This is an optimization exercise on Yosys and OpenROAD, whose aim is small area, a short achievable clock period and few clock cycles per item, not a production implementation. The RTL was checked by simulation tests, not by an equivalence proof against the original design.

Setup of rev 12:
Design bcc_block, start of the top module:
module bcc_block (
  input  wire         clk,
  input  wire         rst,           
  input  wire         in_valid,
  output wire         in_ready,
  input  wire         in_decrypt,    
  input  wire [4:0]   in_keylen,     
  input  wire [127:0] in_key,
  input  wire [63:0]  in_block,
  output wire         out_valid,
  input  wire         out_ready,
  output wire [63:0]  out_block
);
Size: about 780 flip-flops, ~270 I/O pins, roughly 0.049 mm² of cells after synthesis.
==> flow/config.mk <==
export PLATFORM = sky130hd
export DESIGN_NAME = bcc_block
export DESIGN_NICKNAME = bcc_block
export VERILOG_FILES = /design/flow/design.v
export SDC_FILE = /design/flow/constraint.sdc
export NUM_CORES = 4
export LEC_CHECK = 0
export CAP_MARGIN = 20
export CORE_MARGIN = 2
export CORE_UTILIZATION = 70
export CTS_BUF_LIST = sky130_fd_sc_hd__clkbuf_4 sky130_fd_sc_hd__clkbuf_8
export SLEW_MARGIN = 20
==> flow/constraint.sdc <==
create_clock -name core_clock -period 12.0 [get_ports {clk}]
set_input_delay 2.4000 -clock core_clock [delete_from_list [all_inputs] [get_ports {clk}]]
set_output_delay 2.4000 -clock core_clock [all_outputs]
set_load 0.01 [all_outputs]
standard.sh (not shown) runs the stock make flow with config.mk's settings and CLKGATE_MAP_FILE= SYNTH_SCRIPT=/design/flow/synth_recipe.tcl, a recipe that flattens the netlist after the stock synthesis.
==> flow/flow/run.sh <==
#!/bin/bash
bash standard.sh "BUFFER_PORTS_ARGS=-buffer_cell sky130_fd_sc_hd__buf_1" SETUP_SLACK_MARGIN=7.8 finish > flow_make.log 2>&1
Testbench counts of rev 12, summed over its fixed seeds: cycles 1,648, items 1,600.
Here is what was changed in the inputs of rev 13 compared with rev 12.
--- a/flow/design.v
+++ b/flow/design.v
@@ -47,20 +47,14 @@
   reg [63:0] x5;
   reg [63:0] k5;
   reg        sk_v;
   reg [63:0] sk;
   wire stall = sk_v;
   assign in_ready  = ~sk_v;
-  assign out_valid = sk_v | v5;
-  always @(posedge clk) begin
-    if (rst) sk_v <= 1'b0;
-    else if (sk_v) begin
-      if (out_ready) sk_v <= 1'b0;
-    end else if (v5 & ~out_ready) sk_v <= 1'b1;
-    if (~sk_v) sk <= x5;
-  end
+  assign out_valid = v5;
+  assign out_block = x5;
   reg [63:0] ek;
   always @* begin
     ek[7:0] = in_key[7:0];
     case (in_keylen)
       5'd1: ek[15:8] = in_key[7:0];
       default: ek[15:8] = in_key[15:8];
@@ -546,16 +540,25 @@
   assign w194[39:32] = w193[39:32] ^ k4[39:32];
   assign w194[47:40] = w193[47:40] ^ k4[47:40];
   assign w194[55:48] = w193[55:48] ^ k4[55:48];
   assign w194[63:56] = w193[63:56] ^ k4[63:56];
   wire [63:0] o195 = d4 ? w194 : m192;
   always @(posedge clk) begin
-    if (rst) v5 <= 1'b0;
-    else if (~stall) v5 <= v4;
-    if (~stall) begin
-      d5 <= d4;
-      x5 <= o195;
-      k5 <= k4;
+    if (rst) begin
+      v5   <= 1'b0;
+      sk_v <= 1'b0;
+    end else if (sk_v) begin
+      if (out_ready) begin
+        v5   <= 1'b1;
+        sk_v <= 1'b0;
+      end
+    end else if (~v5 | out_ready) begin
+      v5 <= v4;
+    end else if (v4) begin
+      sk_v <= 1'b1;
     end
+    if (sk_v ? out_ready : (~v5 | out_ready))
+      x5 <= sk_v ? sk : o195;
+    if (~sk_v)
+      sk <= o195;
   end
-  assign out_block = sk_v ? sk : x5;
 endmodule
--- outcome ---
- Summary of rev 13 over rev 12: number of buffers and inverters on the critical path saw a decrease; worst setup slack after layout saw an increase; area used by multi-input combinational logic saw a decrease; number of buffers added for setup after CTS saw a decrease.
- Looking only at sequential cell area fraction in the yosys report, and setting everything else aside, the higher value of rev 13 and rev 12 goes to rev 13.
- Taking rev 12 as the reference point, the length of the first detailed-routing pass in iterations of rev 13 rises by 2.
- Re utilization: rev 13 is 1.5 points down on rev 12.
- In the flow results for rev 13 and rev 12, the overall global routing resource usage is smaller on rev 13.
- Row synthesis-to-layout area growth: rev 13 lower / rev 12 higher
- Rev 13 | status: complete | timing, DRC, antenna: pass
- Sequential share of layout area: rev 13 > rev 12
Testbench counts of rev 13, summed over its fixed seeds: cycles 1,648, items 1,600.

==> afterwards: timing with drivers on the ports <==
How much do the figures lean on ideal ports? The routed layouts below were timed once more, with nothing changed but the port constraints.
Step 1 sets driving cells, clkbuf_16 on the clock port and buf_2 on the other inputs (assumed; they add their load-dependent delay and slew).
Step 2 also shifts input and output timing later by t, the mid clock arrival at the registers, as if the neighbouring blocks saw the same clock.
a / b / c = ideal / step 1 / step 2; a / b = the first two.
run | t (ns) | setup WS [ns] | latest minus earliest clock arrival (ns) | slew at the worst register clock pin (ns) | cell pins on the clock port's net
rev 12 | 0.871 | 7.480 / 7.414 / 6.965 | 0.080 / 0.080 | 0.08 / 0.08 | 1
rev 13 | 0.825 | 7.783 / 7.817 / 6.992 | 0.058 / 0.058 | 0.07 / 0.07 | 1
After both steps setup and hold are still met in every run listed. For rev 13, which loses most, drivers alone change the setup slack by +0.034 ns; drivers and shift together by -0.791 ns.
